This design comes from an exercise in tuning for small area and few clock cycles on the open sky130 flow, not from production work.
In this exercise RTL edits were held to simulation tests only and were not proved equivalent to the original.
No driver is modelled on the clock port, so clock power and skew are understated where the tree is cut down; a real chip needs a root buffer or a tree.
Power is estimated from default activity; no workload was simulated.

$ cat config.mk
export PLATFORM = sky130hd
export DESIGN_NAME = tacws
export DESIGN_NICKNAME = tacws
export VERILOG_FILES = /design/flow/design.v
export SDC_FILE = /design/flow/constraint.sdc
export NUM_CORES = 4
export LEC_CHECK = 0
export CAP_MARGIN = 0
export CORE_MARGIN = 2
export CORE_UTILIZATION = 40
export GPL_TIMING_DRIVEN = 0
export SLEW_MARGIN = 0
$ cat constraint.sdc
create_clock -name core_clock -period 6.0 [get_ports {clk}]
set_input_delay 1.2000 -clock core_clock [delete_from_list [all_inputs] [get_ports {clk}]]
set_output_delay 1.2000 -clock core_clock [all_outputs]
set_load 0.01 [all_outputs]
$ cat design.v
module tacws (
    input  wire        clk,
    input  wire        rst,           
    input  wire        cmd_valid,
    output wire        cmd_ready,
    input  wire [47:0] cmd_word,
    output wire        rsp_valid,
    output wire [1:0]  rsp_status,
    output wire [15:0] rsp_data,
    output wire        bus_valid,
    output wire        bus_we,
    output wire [2:0]  bus_addr,
    output wire [15:0] bus_wdata,
    input  wire        bus_ready,
    input  wire [15:0] bus_rdata
);
    reg        busy;
    reg [3:0]  k;         
    reg        line;      
    reg        s;         
    reg        p;         
    reg        ie;        
    reg [1:0]  ch;        
    reg [2:0]  om;        
    reg [1:0]  lm;        
    reg [15:0] a;         
    reg [15:0] b;         
    wire [3:0] n_op = cmd_word[47:44];
    wire       n_p  = cmd_word[43];
    wire [1:0] n_ch = cmd_word[42:41];
    wire o_apply  = (n_op == 4'h1);
    wire o_chan   = (n_op == 4'h2);
    wire o_pwm    = (n_op == 4'h3);
    wire o_startm = (n_op == 4'h5);
    wire o_setdut = (n_op == 4'hA);
    wire o_getcc  = (n_op == 4'hB);
    wire n_illegal = (n_op == 4'h0) || (n_op >= 4'hC);
    wire n_nocfg   = (o_apply || o_chan || o_pwm) && !n_p;
    wire n_badch   = (o_chan || o_pwm || o_setdut || o_getcc) && (n_ch == 2'd3);
    wire [1:0] n_status = n_illegal ? 2'd3 : n_nocfg ? 2'd1 : n_badch ? 2'd2 : 2'd0;
    wire n_none    = n_illegal || n_nocfg || (n_badch && !o_pwm);
    wire n_line = n_op[1] & (n_op[3] | (~n_op[2] & ~n_op[0]));
    wire [3:0] n_k = {(n_op[3] & (n_op[1] | n_op[0])) | (n_op[1] & n_op[0]),
                      1'b0,
                      n_op[3] | (n_op[1] & n_op[0]),
                      n_op[1] & n_op[0] & (n_op[3] | n_op[2])};
    wire n_ie = n_op[2] ? n_op[1] : n_op[0] ? (~n_op[1] & cmd_word[36]) : cmd_word[37];
    wire b_lo = n_op[1] & n_op[0];
    wire k9   = k[3] & ~k[1] & k[0];
    wire k10  = k[3] & k[1] & ~k[0];
    wire k11  = k[3] & k[1] & k[0];
    wire ld   = ~bus_we;
    wire last = k11 | (k10 & ~p) | (~line & s & ~k[3] & ~k[1] & k[0]);
    wire ch_ok = (ch != 2'd3);
    wire t0 = ~line & ~k[3] & ~k[2] & ~k[1];
    wire t2 = ~line & ~k[3] & ~k[2] &  k[1];
    wire t4 = ~line & ~k[3] &  k[2] & ~k[1];
    wire t6 = ~line & ~k[3] &  k[2] &  k[1];
    wire t8 = ~line &  k[3] & ~k[1];
    wire c0 =  line & ~k[3] & ~k[2] & ~k[1];
    wire c2 =  line & ~k[3] & ~k[2] &  k[1];
    wire c4 =  line & ~k[3] &  k[2] & ~k[1];
    wire c6 =  line & ~k[3] &  k[2] &  k[1];
    wire c8 =  line &  k[3] & ~k[1];
    wire [1:0] mv = lm & {2{s & ~ie}};     
    reg [15:0] keep, val;
    always @(*) begin
        keep = 16'hFFFF;
        val  = 16'h0000;
        if (t4 | c8)  keep[0] = 1'b0;
        if (t8 | c8)  keep[1] = 1'b0;
        if (t8)       val[1]  = ie;
        if (t2)       begin keep[2] = 1'b0; val[2] = 1'b1; end
        if (t0 | t6 | c6) keep[4] = 1'b0;
        if (t0)       val[4] = mv[0];
        if (t6)       val[4] = lm[0];
        if (c6)       val[4] = ie;
        if (t0 | t6 | c4) keep[5] = 1'b0;
        if (t0)       val[5] = mv[1];
        if (t6)       val[5] = lm[1];
        if (c4)       val[5] = om[0];
        if (t6 | c4)  begin keep[7:6] = 2'b00; val[7:6] = om[2:1]; end
        if (t6 | c0)  keep[8] = 1'b0;
        if (t6)       begin keep[9] = 1'b0; val[9:8] = ch; end
        if (c2)       keep[15:10] = 6'b0;
    end
    assign cmd_ready  = ~busy;
    assign rsp_valid  = ~busy & ~k[3];
    assign rsp_status = k[1:0];
    assign rsp_data   = a;
    assign bus_valid  = busy;
    assign bus_we     = k[0] ^ (k[3] & k[1]);
    assign bus_addr   = {line ? ch + 2'd1 : {1'b0, k10}, k[3] & k[1]};
    assign bus_wdata  = a;
    wire accept = ~busy & cmd_valid;
    wire step   = busy & bus_ready;
    always @(posedge clk)
        b <= ({16{~busy & b_lo}} & cmd_word[15:0])
           | ({16{~busy & ~b_lo}} & cmd_word[31:16])
           | ({16{busy}} & b);
    always @(posedge clk) begin
        if (~busy) begin
            line <= n_line;
            s    <= |n_op[3:1];       
            p    <= o_pwm;
            ie   <= n_ie;
            ch   <= n_ch;
            om   <= cmd_word[40:38];
        end else if (step & k10 & p) begin
            line <= ~line & ch_ok;
        end
    end
    wire sel_cmd = accept & ~n_none;
    wire sel_u   = busy & ld;
    wire sel_b   = step & k9;
    wire a_hold  = ~(accept | sel_u | sel_b | (step & last));
    always @(posedge clk)
        a <= ({16{sel_cmd}} & cmd_word[31:16])
           | ({16{sel_u}} & ((bus_rdata & keep) | val))
           | ({16{sel_b}} & b)
           | ({16{a_hold}} & a);
    always @(posedge clk) begin
        if (rst) begin
            busy <= 1'b0;
            k[3] <= 1'b1;
            lm   <= 2'd0;
        end else if (accept) begin
            if (n_none) begin
                k <= {2'b00, n_status};
            end else begin
                busy <= 1'b1;
                k    <= n_k;
            end
            if ((o_apply && n_p) || o_startm)
                lm <= cmd_word[38:37];
            if (o_pwm && n_p)
                lm <= 2'd1;
        end else if (step) begin
            if (last) begin
                busy <= 1'b0;
                k    <= {2'b00, p & ~ch_ok, 1'b0};
            end else if (k10 & p) begin
                k <= 4'd0;
            end else begin
                k <= k + 4'd1;
            end
        end
    end
endmodule
$ cat flow/run.sh
#!/bin/bash
# ORFS layout through the standard.sh, with these changes:
#  - the ABC mapping script (abc_map.script) maps for area: two rounds of
#    choice-based mapping after fraig/scorr/dc2, and none of ABC's
#    buffering or upsizing (the design has timing slack to spare);
#  - the port buffers are plain buf_1 cells;
set -u
W=$(pwd)
rm -rf "$W/scripts_copy"
cp -r "$FLOW_HOME/scripts" "$W/scripts_copy"
cp "$W/flow/abc_map.script" "$W/scripts_copy/abc_speed.script"
CTS="-sink_clustering_enable -repair_clock_nets -dont_use_dummy_load -buf_list sky130_fd_sc_hd__clkbuf_8"
export BUFFER_PORTS_ARGS="-buffer_cell sky130_fd_sc_hd__buf_1"
export CTS_ARGS="$CTS"
export POST_CTS_TCL="$W/flow/post_cts.tcl"
export PRE_GLOBAL_PLACE_TCL="$W/flow/pre_gpl.tcl"
bash standard.sh "SCRIPTS_DIR=$W/scripts_copy" "CTS_ARGS=$CTS" "POST_CTS_TCL=$W/flow/post_cts.tcl" \
  "PRE_GLOBAL_PLACE_TCL=$W/flow/pre_gpl.tcl" \
  "BUFFER_PORTS_ARGS=-buffer_cell sky130_fd_sc_hd__buf_1" finish > standard_flow.log 2>&1
$ cat flow/abc_map.script
strash
&get -n
&fraig -x
&put
scorr
dc2
strash
&get -n
&dch -f
&nf -R 1000
&put
strash
&get -n
&dch -f
&nf -R 1000
&put
topo
stime -c
dnsize -c
$ cat flow/post_cts.tcl
set block [ord::get_db_block]
set db [ord::get_db]
set clknet [$block findNet clk]
set roots {}
foreach it [$clknet getITerms] {
  set inst [$it getInst]
  if {[string match "sky130_fd_sc_hd__clkbuf*" [[$inst getMaster] getName]]} { lappend roots $inst }
}
if {[llength $roots] == 1} {
  set root [lindex $roots 0]
  set rootnet [[$root findITerm X] getNet]
  set leaves {}
  foreach it [$rootnet getITerms] {
    if {[$it getInst] ne $root} { lappend leaves $it }
  }
  if {[llength $leaves] <= 4} {
    foreach it $leaves {
      $it disconnect
      $it connect $clknet
    }
    odb::dbInst_destroy $root
    odb::dbNet_destroy $rootnet
    foreach it $leaves {
      [$it getInst] swapMaster [$db findMaster sky130_fd_sc_hd__buf_6]
    }
    puts "post_cts: removed the root clock buffer; clk drives [llength $leaves] buf_6 leaves"
  } else {
    puts "post_cts: root drives [llength $leaves] pins; tree kept"
  }
} else {
  puts "post_cts: [llength $roots] buffers on clk; tree kept"
}
$ cat flow/pre_gpl.tcl
# Runs before global placement (PRE_GLOBAL_PLACE_TCL). Global placement is
# not timing driven here, so the synthesis buffers that the timing-driven
# mode would remove are removed here instead.
remove_buffers
$ cat standard.sh
#!/bin/bash
# synth_recipe.tcl (not shown) runs the flow's synth.tcl, then flattens the netlist and writes it again
# the make line also repeats each setting of config.mk as NAME=value (left out here)
make -C /OpenROAD-flow-scripts/flow DESIGN_CONFIG=/design/flow/config.mk WORK_HOME=/design/flow/orfs CLKGATE_MAP_FILE= SYNTH_SCRIPT=/design/flow/synth_recipe.tcl "${@:-finish}"
==> notes.md <==
* Number of synthesized register bits at 48
* Required time at the worst-slack endpoint at 6030 ps
* Average detailed-routed wire length per instance at 15.5 um
* Number of antenna-violating nets in the routed design at 0
* Width of the die at 80.3 um
* Initial Util at 41.8%
* Crit path kind: primary input to flip-flop
* Post-layout min period at 3420 ps
* Global-route wire length before repair at 9870 um
* Pin count of the biggest net entering global routing at 28
* Reg2reg setup slack at 2580 ps
* Area added between synthesis and finish at 19.2%
* Top library cells by usage in the layout, fill and taps aside: 104 x sky130_fd_sc_hd__buf_1, 38 x sky130_fd_sc_hd__nand2_1, 36 x sky130_fd_sc_hd__dfxtp_1, 31 x sky130_fd_sc_hd__a222oi_1, 22 x sky130_fd_sc_hd__clkinv_1
* Highest net fanout along the worst path at 11
* Count of flip-flops with a built-in enable after synthesis at 12
* Worst setup margin at 2580 ps
* Iter 0 DRT Violations at 278
* Via count at 2,379
* Floorplan Core Area at 5570 um^2
* Worst slack, placed at 2490 ps
* Syn Nets at 328
* Relative slew slack at 5.36%
* Cell type group with the largest total delay on the critical path: simple AND/OR/NAND/NOR gates
* Number of buffers and inverters on the critical path at 1
* Total Negative Setup Slacks at 0 ps
* Number of inserted diodes at 0
* Port Buffers at 104
* Critical Path AT at 3460 ps
* Cell chain of the critical path: buf_1, nand2_1, nor3_1, nor2_1, nor3_2, o21ai_0, o22a_1, o21ai_0
* Critical-path top delay cell: sky130_fd_sc_hd__nor3_2
* Highest Clock Rate at 292 MHz
* Leftover overflow at the end of global routing at 0
* Per-instance average area after synthesis at 9.11 um^2
* Final Hold Fails at 0
* Category of the worst setup path launch point: primary input
* Placed Instance Area at 2730 um^2
* Cell repeated most along the worst path: sky130_fd_sc_hd__o21ai_0
* Total global routing track utilization at 20.0%
* Total leakage power at 1.01 nW
* Number of nets at the end of the flow at 424
* TritonCTS sink count at 48
* Number of global-route vias before repair at 2,040
* Post-route clock period utilization at 57.0%
* HPWL Detailed at 4800 um
* Overall die area at 6450 um^2
* Ratio of cells with drive above 1 in the final layout at 3.14%
* Delay of the slowest cell on the worst path at 720 ps
* Min-delay worst type: flip-flop to flip-flop
* Power per unit of standard cell area at 280 nW/um^2
* Final design instance area without fill at 2780 um^2
* First-pass DRT Iterations at 6
* Max-cap violations at 0
* Outcome: complete, no violations
* I/O pin total at 109
* Syn Std Cell Area at 2330 um^2
* Total setup violations reported at the end of the flow at 0
* Kind of capture point of the worst setup path: flip-flop
* Worst-case vdd ir drop at 0.0000906 V
* Number of synthesis warnings at 1
* Primary FF master, synth: sky130_fd_sc_hd__dfxtp_1
* Routability-driven placement congestion ratio at 0.849
* Sequential share of the synthesized area at 46.4%
* Most common library cell in the layout ignoring fill and taps: sky130_fd_sc_hd__buf_1
* Final-report max-slew violation count at 0
* Unrepaired setup endpoints after global routing: no
* Worst Clk Skew at 23.8 ps
* Clock network latency to the later pin of the worst-skew pair at 120 ps
* Fraction of registers with async set/reset at 0%
* Count of cell types in the netlist at 33
* Fillers at 583
* Total Wirelength at 6540 um
* Number of remaining DRC errors at 0
* Worst slew pin tran at 1410 ps
* Synthesized instance count at 256
* Antenna violations before repair at 0
* Placement Rows at 27
* Worst-path clk slew at 100 ps
* Detailed-route vias per instance at 5.64
* Y dimension of the die at 80.3 um
registers in the layout (all words and copies together) (netlist names):
| signal | cells |
|---|---|
| a | 16 |
| b | 16 |
| busy | 1 |
| ch | 2 |
| ie | 1 |
| k | 4 |
| line | 1 |
| lm | 2 |
| om | 3 |
| p | 1 |
| s | 1 |
worst register-to-register path: cells and delay by family, from the launching register on:
| family | cells | cell delay (ps) |
|---|---|---|
| DFF | 1 | 1040 |
| buffers and inverters | 3 | 1040 |
| and+or+nand+nor | 2 | 850 |
| AOI/OAI and AO/OA | 2 | 390 |
Yosys cell counts (all sizes together), types with 3 or more instances:
library cell  instances  area share [%]
nand2                38             6.1
dfxtp                36              31
a222oi               31              13
clkinv               22             3.5
nor2                 21             3.4
buf                  18             5.8
o21ai                17             3.6
edfxtp               12              15
a21oi                11             2.4
nor3                 10             2.1
ha                    4             2.1
nand3                 4            0.86
o211ai                4             1.3
nor2b                 3            0.81
routing by layer:
metal	wire length, um	vias to the layer above	global-route usage [%]
li1	-	1154	-
met1	2970	1104	26.8
met2	2930	112	32.7
met3	572	9	3.82
met4	66	0	5.76
met5	0	-	0
area by class of cell:
type                            instances  area, um^2  area share [%]
Multi-Input combinational cell        168        1050            37.7
Clock buffer                            4        45.0            1.62
Sequential cell                        48        1080            38.9
Inverter                               22        82.6            2.97
Timing Repair Buffer                  108         432            15.5
Tap cell                               72        90.1            3.24
path summary, 6_finish.rpt:
check               startpoint    end  depth (start not counted)
setup / recovery  cmd_word[45]   k[3]                          8
hold / removal           b[10]  a[10]                          2
setup reg to reg          busy   a[5]                          7
hold reg to reg          b[10]  a[10]                          2
power breakdown:
part,switching [mW],internal (mW),total (mW)
logic,0.130,0.0862,0.217
registers,0.0438,0.385,0.429
clock network,0.0785,0.0533,0.132
per-stage QoR:
stage | power [mW] | util (%) | hold slack [ps] | instances
after global routing | 0.833 | 49.9 | 485 | 422
after detailed placement | 0.653 | 49.0 | 439 | 418
final | 0.778 | 49.9 | 450 | 422
after global placement | 0.644 | 48.0 | 436 | 414
after floorplan | 0.585 | - | 415 | 256
cell families after synthesis:
kind of cell | synth area share [%]
buf+inv | 9.34
xor+xnor | 0.752
flops | 46.4
simple gates | 17.4
fa+ha+maj | 2.15
compound gates | 23.9
Testbench counts, summed over its fixed seeds: cycles 22,002.

[static timing again, ports no longer ideal]
No port has a modelled driver above. Below, the same layout with a new extraction and two added sets of constraints. Step 1, drivers: a clkbuf_16 drives clk and a buf_2 each remaining input, both assumed. Step 2 adds t to the input delays and takes it off the output delays; t is the mean of the earliest and latest rising clock arrival at the registers after step 1. Input paths then give back, and output paths get back, about the clock's delay inside the block. a / b / c = no drivers / after step 1 / after step 2; a / b = the first two.
t (ns): 0.170
setup WS [ns]: 2.578 / 2.582 / 2.442
hold slack, ns: 0.450 / 0.450 / 0.450
clock arrival spread, ns: 0.025 / 0.025
slew at the worst register clock pin (ns): 0.10 / 0.10
After both steps this run still meets setup and hold. The setup slack of this run moves by +0.004 ns with the drivers and by -0.136 ns with both steps.
